This design comes from an exercise in tuning for small area, a short achievable clock period and few clock cycles on the open sky130 flow, not from production work. Function was checked by simulation only, so behaviour that the tests miss may differ from the original. Power is estimated from default activity; no workload was simulated.

Design scrb_line, start of the top module:
module scrb_line (
    input  wire        clk,
    input  wire        rst,         
    input  wire        cmd_valid,
    output wire        cmd_ready,
    input  wire [15:0] cmd_x1,      
    input  wire [15:0] cmd_y1,      
    input  wire [15:0] cmd_x2,      
    input  wire [15:0] cmd_y2,      
    input  wire [7:0]  cmd_width,   
    input  wire [10:0] cmd_w,       
    input  wire [10:0] cmd_h,       
    output wire        px_valid,
    input  wire        px_ready,
    output wire [9:0]  px_x,
    output wire [9:0]  px_y,
    output wire        done
);
For scale: about 4300 cells after synthesis, ~680 flip-flops.
export LEC_CHECK = 0
export CAP_MARGIN = 20
export CORE_MARGIN = 2
export CORE_UTILIZATION = 40
export PLACE_DENSITY = 0.6
export SETUP_SLACK_MARGIN = 5
export SLEW_MARGIN = 20
create_clock -name core_clock -period 11.0 [get_ports {clk}]
run.sh (not shown) runs the stock make flow with config.mk's settings and CLKGATE_MAP_FILE= SYNTH_SCRIPT=/design/flow/synth_recipe.tcl, a recipe that flattens the netlist after the stock synthesis.
Testbench counts at the start, summed over its fixed seeds: cycles 395,644.
==> next run, changes <==
--- a/flow/design.v
+++ b/flow/design.v
@@ -37,16 +37,14 @@
     reg        [16:0] dx;
     reg        [17:0] dy;
     reg               sx, sy;      
     reg               noinner;
     reg               xmaj;        
     reg signed [8:0]  snr;         
     reg        [6:0]  rh;          
-    reg signed [8:0]  ojx;         
-    reg signed [8:0]  ojc;         
     reg        [8:0]  kin;         
     wire       [6:0]  r = width[7:1];
     reg               wact;        
     reg signed [17:0] wpx;         
     reg signed [19:0] wd;          
     reg signed [8:0]  woj;         
     reg signed [14:0] wt;          
@@ -104,20 +102,18 @@
         endcase
     end
     wire        [19:0] su   = sa + sb + {19'd0, sc};
     reg               y0hi;
     wire y0_lo = rowy[16];
     wire y0_hi = y0hi;
     wire signed [8:0]  srh  = $signed({2'b0, rh});
-    reg  rel_r, capc_r, last_r;
-    reg  s_rel, s_capc, s_last;    
-    wire rel     = rel_r;
-    wire capc    = capc_r;
-    wire last_pt = last_r;
+    wire rel    = (woj >= snr) && (woj <= srh);
+    wire capc   = sy ? (woj < srh) : (woj > snr);
     wire cap_now = capc && !cap;
+    wire last_pt = (wn == 17'd0);
     wire rowend = !rel || last_pt || (!rowvis && capc);
     wire eor_busy = pa_eor || pb_eor || pe_eor || pc_eor || rb_v;
     wire wstall = rowend && rowvis && eor_busy;
     wire wgo    = run && wact && !wstall;
     wire dec   = xmaj ? wd[19] : (!wd[19] && (wd != 20'sd0));
     wire stepx = xmaj || dec;
     wire stepy = !xmaj || dec;
@@ -127,15 +123,14 @@
     wire signed [19:0] nd1  = wd + $signed(k1);
     wire signed [19:0] nd   = dec ? nd1 : nd0;
     wire signed [8:0]  ojp  = woj + 9'sd1;
     wire signed [8:0]  ojm  = woj - 9'sd1;
     wire signed [14:0] tp   = wt + $signed({{5{~woj[8]}}, ~woj, 1'b1});    
     wire signed [14:0] tm   = wt + $signed({{5{ojm[8]}}, ojm, 1'b1});      
     wire signed [8:0]  ojadj = sy ? ojp : ojm;
-    wire signed [8:0]  ojstp = sy ? ojm : ojp;
     wire signed [14:0] tadj  = sy ? tp : tm;
     wire signed [16:0] nrowy = rowy + $signed({{16{!sy}}, 1'b1});
     wire nrow_past = rowvis && (sy ? (rowy == $signed({7'd0, bh1})) : (rowy == 17'sd0));
     wire nrow_vis  = rowvis ? !nrow_past : (sy ? (nrowy == 17'sd0) : (nrowy == $signed({7'd0, bh1})));
     wire px_low  = wpx[17] && !(&wpx[16:9]);
     wire px_high = !wpx[17] && ((|wpx[16:11]) || (&wpx[10:9]));
     wire signed [11:0] px_sat = px_low ? -12'sd512 : px_high ? 12'sd1535 : wpx[11:0];
@@ -250,64 +245,48 @@
             endcase
         end
         if (setup && step == 3'd7) begin
             rowvis  <= !y0_lo && !y0_hi;
             e_y     <= sy ? (y0_lo ? 10'd0 : rowy[9:0]) : (y0_hi ? bh1 : rowy[9:0]);
             e_first <= 1'b1;
             woj     <= sy ? snr : $signed({2'b0, rh});
-            ojx     <= sy ? snr - 9'sd1 : $signed({2'b0, rh}) + 9'sd1;
-            ojc     <= sy ? $signed({2'b0, rh}) : snr;
-            rel_r   <= 1'b1;
-            capc_r  <= (r != 7'd0);
-            last_r  <= ((xmaj ? dx : dy[16:0]) == 17'd0);
             wt      <= (sy || r == 7'd0) ? 15'sd0 : $signed({7'd0, r, 1'b0}) - 15'sd1;
             cap     <= 1'b0;
         end
         if (wgo) begin
             if (cap_now) begin
-                spx    <= wpx;
-                sd     <= wd;
-                soj    <= ojadj;
-                st     <= tadj;
-                sn     <= wn;
-                s_rel  <= (ojadj != ojx);
-                s_capc <= (ojadj != ojc);
-                s_last <= last_r;
+                spx <= wpx;
+                sd  <= wd;
+                soj <= ojadj;
+                st  <= tadj;
+                sn  <= wn;
             end
             if (rowend) begin
                 cap    <= 1'b0;
                 rowy   <= nrowy;
                 rowvis <= nrow_vis;
                 if (cap_now) begin
-                    woj    <= ojadj;
-                    wt     <= tadj;
-                    rel_r  <= (ojadj != ojx);
-                    capc_r <= (ojadj != ojc);
+                    woj <= ojadj;
+                    wt  <= tadj;
                 end else begin
-                    wpx    <= spx;
-                    wd     <= sd;
-                    woj    <= soj;
-                    wt     <= st;
-                    wn     <= sn;
-                    rel_r  <= s_rel;
-                    capc_r <= s_capc;
-                    last_r <= s_last;
+                    wpx <= spx;
+                    wd  <= sd;
+                    woj <= soj;
+                    wt  <= st;
+                    wn  <= sn;
                 end
             end else begin
                 if (cap_now) cap <= 1'b1;
                 if (stepx) wpx <= wpx + $signed({{17{!sx}}, 1'b1});
                 if (stepy) begin
-                    woj    <= ojstp;
-                    wt     <= sy ? tm : tp;
-                    rel_r  <= (ojstp != ojx);
-                    capc_r <= (ojstp != ojc);
+                    woj <= sy ? ojm : ojp;
+                    wt  <= sy ? tm : tp;
                 end
-                wd     <= nd;
-                wn     <= wn - 17'd1;
-                last_r <= (wn == 17'd1);
+                wd <= nd;
+                wn <= wn - 17'd1;
             end
         end
         pa_px <= px_sat;
         pa_ra <= sa1[9:7];
         pa_qa <= sa1[1:0];
         pa_va <= wt[9:0];
         pa_rb <= sb1[9:7];
Effect:
- register-to-register slack gets worse by 0.34 ns
- via count rose slightly
- cell area shrinks slightly
- wire length climbs slightly
- synthesized cell count climbs slightly
- power decreases by a few percent
- first-iteration DRC count falls by a little under a tenth
- setup slack gets worse by 0.084 ns
- global-route usage goes up by 0.55 points
- worst hold slack is worse by 0.0041 ns
Testbench counts after the change, summed over its fixed seeds: cycles 395,644.


Setup of oak:
Another version of the RTL of scrb_line (not shown whole).
Size in the first run: about 4300 cells after synthesis, roughly 610 flip-flops, ~120 I/O pins, ~39000 µm² of cells after synthesis.
make LEC_CHECK=0 CAP_MARGIN=20 CORE_MARGIN=2 CORE_UTILIZATION=40 PLACE_DENSITY=0.6 SETUP_SLACK_MARGIN=5 SLEW_MARGIN=20 finish   # period 11.0 ns
Testbench counts of oak, summed over its fixed seeds: cycles 394,003.
### oak -> pine
-- flow/design.v --
<<< oak, line 63
    reg        [2:0]  pa_qa;       
    reg        [7:0]  pa_va;
    reg        [2:0]  pa_rb;
    reg        [1:0]  pa_qb;
    reg        [9:0]  pa_vb;
    reg               pb_pv, pb_eor, pb_z, pb_bv;
    reg signed [11:0] pb_px;
>>> pine, line 63
    reg        [2:0]  pa_qa;       
    reg        [7:0]  pa_va;
    reg        [3:0]  pa_rb;
    reg        [2:0]  pa_qb;
    reg        [7:0]  pa_vb;
    reg               pb_pv, pb_eor, pb_z, pb_bv;
    reg signed [11:0] pb_px;
<<< oak, line 71
    reg        [5:0]  pb_qa;
    reg        [1:0]  pb_va;
    reg        [5:0]  pb_rb;
    reg        [4:0]  pb_qb;
    reg        [3:0]  pb_vb;
    reg               pc_eor;
    reg signed [11:0] pc_l, pc_h, pc_hl, pc_hh;
>>> pine, line 71
    reg        [5:0]  pb_qa;
    reg        [1:0]  pb_va;
    reg        [6:0]  pb_rb;
    reg        [5:0]  pb_qb;
    reg        [1:0]  pb_vb;
    reg               pc_eor;
    reg signed [11:0] pc_l, pc_h, pc_hl, pc_hh;
<<< oak, line 144
    wire [15:0] sa3 = sqit({5'd0, pa_ra}, {4'd0, pa_qa}, pa_va[7:6]);
    wire [15:0] sa4 = sqit(sa3[15:7], sa3[6:0], pa_va[5:4]);
    wire [15:0] sb2 = sqit({6'd0, pa_rb}, {5'd0, pa_qb}, pa_vb[9:8]);
    wire [15:0] sb3 = sqit(sb2[15:7], sb2[6:0], pa_vb[7:6]);
    wire [15:0] sb4 = sqit(sb3[15:7], sb3[6:0], pa_vb[5:4]);
    wire [15:0] sa5 = sqit(sa4[15:7], sa4[6:0], pa_va[3:2]);
    wire [15:0] sa6 = sqit({2'd0, pb_ra}, {1'd0, pb_qa}, pb_va);
    wire [15:0] sb5 = sqit({3'd0, pb_rb}, {2'd0, pb_qb}, pb_vb[3:2]);
    wire [15:0] sb6 = sqit(sb5[15:7], sb5[6:0], pb_vb[1:0]);
    wire        [6:0]  pb_a = sa6[6:0];
    wire        [6:0]  pb_b = sb6[6:0];
>>> pine, line 144
    wire [15:0] sa3 = sqit({5'd0, pa_ra}, {4'd0, pa_qa}, pa_va[7:6]);
    wire [15:0] sa4 = sqit(sa3[15:7], sa3[6:0], pa_va[5:4]);
    wire [15:0] sb2 = sqit(sb1[15:7], sb1[6:0], wu[9:8]);
    wire [15:0] sb3 = sqit({5'd0, pa_rb}, {4'd0, pa_qb}, pa_vb[7:6]);
    wire [15:0] sb4 = sqit(sb3[15:7], sb3[6:0], pa_vb[5:4]);
    wire [15:0] sb5 = sqit(sb4[15:7], sb4[6:0], pa_vb[3:2]);
    wire [15:0] sa5 = sqit(sa4[15:7], sa4[6:0], pa_va[3:2]);
    wire [15:0] sa6 = sqit({2'd0, pb_ra}, {1'd0, pb_qa}, pb_va);
    wire [15:0] sb6 = sqit({2'd0, pb_rb}, {1'd0, pb_qb}, pb_vb);
    wire        [6:0]  pb_a = sa6[6:0];
    wire        [6:0]  pb_b = sb6[6:0];
<<< oak, line 180
                     !rb_v && !e_v && !e2_v;
    reg  emp_r;                     
    wire fin = run && emp_r;
    assign cmd_ready = (!setup && !run) || fin;
    assign done      = fin;
    assign px_valid  = e_v;
>>> pine, line 180
                     !rb_v && !e_v && !e2_v;
    reg  emp_r;                     
    reg  cr, dn;                    
    wire fin = dn;
    wire last_step = setup && (step == 3'd7);
    wire setup_n = (cmd_valid && cr) || (setup && !last_step);
    wire run_n   = last_step || (run && !fin);
    wire emp_n   = all_empty && !last_step;
    assign cmd_ready = cr;
    assign done      = fin;
    assign px_valid  = e_v;
<<< oak, line 271
        pa_qa <= sa2[2:0];
        pa_va <= wt[7:0];
        pa_rb <= sb1[9:7];
        pa_qb <= sb1[1:0];
        pa_vb <= wu[9:0];
        pa_bv <= !noinner && !wu[14];
        pa_z  <= (woj == 9'sd0);
>>> pine, line 276
        pa_qa <= sa2[2:0];
        pa_va <= wt[7:0];
        pa_rb <= sb2[10:7];
        pa_qb <= sb2[2:0];
        pa_vb <= wu[7:0];
        pa_bv <= !noinner && !wu[14];
        pa_z  <= (woj == 9'sd0);
<<< oak, line 280
        pb_qa <= sa5[5:0];
        pb_va <= pa_va[1:0];
        pb_rb <= sb4[12:7];
        pb_qb <= sb4[4:0];
        pb_vb <= pa_vb[3:0];
        pc_l  <= (!pb_pv || rst) ?  12'sd2047 : q_l;
        pc_h  <= (!pb_pv || rst) ? -12'sd2048 : q_h;
>>> pine, line 285
        pb_qa <= sa5[5:0];
        pb_va <= pa_va[1:0];
        pb_rb <= sb5[13:7];
        pb_qb <= sb5[5:0];
        pb_vb <= pa_vb[1:0];
        pc_l  <= (!pb_pv || rst) ?  12'sd2047 : q_l;
        pc_h  <= (!pb_pv || rst) ? -12'sd2048 : q_h;
<<< oak, line 312
            e_x <= e_x + 10'd1;
        end
        emp_r <= all_empty && !(setup && step == 3'd7);
        if (take_rb) begin
            e_first <= 1'b0;
>>> pine, line 317
            e_x <= e_x + 10'd1;
        end
        emp_r <= emp_n;
        if (take_rb) begin
            e_first <= 1'b0;
<<< oak, line 320
            setup   <= 1'b0;
            step    <= 3'd0;
            run     <= 1'b0;
            wact    <= 1'b0;
>>> pine, line 325
            setup   <= 1'b0;
            step    <= 3'd0;
            cr      <= 1'b1;
            dn      <= 1'b0;
            run     <= 1'b0;
            wact    <= 1'b0;
<<< oak, line 331
            e2_v    <= 1'b0;
        end else begin
            if (cmd_valid && cmd_ready) setup <= 1'b1;
            if (setup) step <= step + 3'd1;
>>> pine, line 338
            e2_v    <= 1'b0;
        end else begin
            cr <= (!setup_n && !run_n) || (run_n && emp_n);
            dn <= run_n && emp_n;
            if (cmd_valid && cmd_ready) setup <= 1'b1;
            if (setup) step <= step + 3'd1;
==> results.txt <==
Mux cell area share after synthesis (pine over oak): increase, 1.3 points. oak reports its start-to-end type of the worst setup path as register to output pin while pine reports register to register. Status: CTS sink count parity (oak, pine). In the flow results for oak and pine, the worst hold-check slack is larger on oak. Global-route usage (higher): oak. Share of the clock period used by the worst path after layout: pine vs oak down 0.27 points. Summary of pine over oak: post-synthesis to final-layout area growth ~0 delta, complex-gate fraction of the synthesized area -0.87 points. Initial cell density of the core essentially unchanged between oak and pine. The slowest stage cell on the critical path comes out or4b_4 in one run and dfxtp_4 in the other, namely in pine and oak respectively. pine vs. oak: post-detailed-route wirelength per cell went down by 3.1%. Detailed-router iteration count before antenna repair in pine vs oak: down 1. Comparing total number of vias for oak and pine, the smaller number came from pine. Number of distinct standard cells referenced by the synthesized netlist shrinks by more than 10% when moving from oak to pine.
Testbench counts of pine, summed over its fixed seeds: cycles 394,003.


== lane 1 ==
Another version of the RTL of scrb_line (not shown whole).
Size in the first run: roughly 650 flip-flops, about 120 I/O pins, about 39000 um^2 of cells after synthesis.
==> flow/config.mk <==
export PLATFORM = sky130hd
export DESIGN_NAME = scrb_line
export DESIGN_NICKNAME = scrb_line
export VERILOG_FILES = /design/flow/design.v
export SDC_FILE = /design/flow/constraint.sdc
export NUM_CORES = 4
export LEC_CHECK = 0
export CAP_MARGIN = 20
export CORE_MARGIN = 2
export CORE_UTILIZATION = 40
export PLACE_DENSITY = 0.6
export SETUP_SLACK_MARGIN = 5
export SLEW_MARGIN = 20
==> flow/constraint.sdc <==
create_clock -name core_clock -period 11.0 [get_ports {clk}]
set_input_delay 2.2000 -clock core_clock [delete_from_list [all_inputs] [get_ports {clk}]]
set_output_delay 2.2000 -clock core_clock [all_outputs]
set_load 0.01 [all_outputs]
Testbench counts of lane 1, summed over its fixed seeds: cycles 396,579.
Changes in lane 2 relative to lane 1:
diff --git a/flow/design.v b/flow/design.v
--- a/flow/design.v
+++ b/flow/design.v
@@ -33,22 +33,24 @@
     reg [2:0] step;
     reg       run;
     reg        [7:0]  width;
     reg        [9:0]  bw1, bh1;    
     reg        [16:0] dx;
     reg        [17:0] dy;
     reg               sx, sy;      
     reg               noinner;
     reg               xmaj;        
     reg signed [8:0]  snr;         
     reg        [6:0]  rh;          
+    reg signed [8:0]  ojx;         
+    reg signed [8:0]  ojc;         
     reg        [8:0]  kin;         
     wire       [6:0]  r = width[7:1];
     reg               wact;        
     reg signed [17:0] wpx;         
     reg signed [19:0] wd;          
     reg signed [8:0]  woj;         
     reg signed [14:0] wt;          
     reg        [16:0] wn;          
     reg               cap;         
     reg signed [17:0] spx;
     reg signed [19:0] sd;
@@ -98,24 +100,24 @@
             3'd4: begin na = {3'd0, dx}; nb = ~{3'd0, dy[16:0]}; nc = 1'b1; end
             3'd5: begin na = {10'd0, bh1}; nb = ~{{3{rowy[16]}}, rowy}; nc = 1'b1; end
             3'd6: begin na = wd; nb = wmaj ? ~{3'd0, dy[16:0]} : {3'd0, dx}; nc = wmaj; end
             default: ;
         endcase
     end
     wire        [19:0] su   = sa + sb + {19'd0, sc};
     reg               y0hi;
     wire y0_lo = rowy[16];
     wire y0_hi = y0hi;
     wire signed [8:0]  srh  = $signed({2'b0, rh});
-    wire rel    = (woj >= snr) && (woj <= srh);
-    wire capc   = sy ? (woj < srh) : (woj > snr);
+    wire rel    = (woj != ojx);
+    wire capc   = (woj != ojc);
     wire cap_now = capc && !cap;
     wire last_pt = (wn == 17'd0);
     wire rowend = !rel || last_pt || (!rowvis && capc);
     wire eor_busy = pa_eor || pb_eor || pe_eor || pc_eor || rb_v;
     wire wstall = rowend && rowvis && eor_busy;
     wire wgo    = run && wact && !wstall;
     wire dec   = xmaj ? wd[19] : (!wd[19] && (wd != 20'sd0));
     wire stepx = xmaj || dec;
     wire stepy = !xmaj || dec;
     wire        [19:0] k0   = {2'd0, dx, 1'b0};
     wire        [19:0] k1   = {dy[17], dy, 1'b0};
@@ -226,22 +228,24 @@
                     dy <= wd[17:0];
                     dx <= xmaj ? dy[16:0] : dx;
                     wn <= xmaj ? dx : dy[16:0];
                 end
             endcase
         end
         if (setup && step == 3'd7) begin
             rowvis  <= !y0_lo && !y0_hi;
             e_y     <= sy ? (y0_lo ? 10'd0 : rowy[9:0]) : (y0_hi ? bh1 : rowy[9:0]);
             e_first <= 1'b1;
             woj     <= sy ? snr : $signed({2'b0, rh});
+            ojx     <= sy ? snr - 9'sd1 : $signed({2'b0, rh}) + 9'sd1;
+            ojc     <= sy ? $signed({2'b0, rh}) : snr;
             wt      <= (sy || r == 7'd0) ? 15'sd0 : $signed({7'd0, r, 1'b0}) - 15'sd1;
             cap     <= 1'b0;
         end
         if (wgo) begin
             if (cap_now) begin
                 spx <= wpx;
                 sd  <= wd;
                 soj <= ojadj;
                 st  <= tadj;
                 sn  <= wn;
             end
==> comparison <==
- In the flow results for lane 2 and lane 1, the worst setup slack is smaller on lane 2.
- A critical path capture point of wd[19]$_DFF_P_ is what lane 1 shows, while e_y[9]$_DFF_P_ belongs to lane 2.
- Lane 2 and lane 1 ended up with roughly the same global-route wire length before repair.
- Lower wire length among lane 2 and lane 1: lane 1
- Maximum number of pins on one net before global-route repair: lower on lane 2
- Critical path depth ended up 3 lower on lane 2 than on lane 1.
Testbench counts of lane 2, summed over its fixed seeds: cycles 396,579.

what the ideal ports hide:
No port has a modelled driver above. Below, the same layouts with a new extraction and two added sets of constraints. Step 1 assumes that a clkbuf_16 drives the clock port and a buf_2 every other input. Step 2 moves the port delays by t, midway between the first and last clock arrival at a register: inputs arrive t later, outputs are due t later. That takes back most of the time a late clock gives input paths. Three values: no drivers, after step 1, after step 2; two values: the first two.
run | t (ns) | setup slack, ns | worst slew at a driven data input, ns | pins driven straight from the clock port
the first run of note 1 | 0.708 | 6.504 / 6.426 / 6.127 | 0.05 | 1
the second run of note 1 | 0.702 | 6.420 / 6.461 / 5.759 | 0.08 | 1
oak | 0.711 | 5.394 / 5.320 / 5.552 | 0.05 | 1
pine | 0.698 | 5.424 / 5.424 / 5.424 | 0.04 | 1
lane 1 | 0.700 | 6.309 / 6.309 / 5.698 | 0.06 | 1
lane 2 | 0.709 | 5.998 / 6.037 / 5.328 | 0.06 | 1
After both steps every run listed still meets setup and hold. The setup slack of lane 2, which loses most, moves by +0.039 ns with the drivers and by -0.670 ns with both steps.
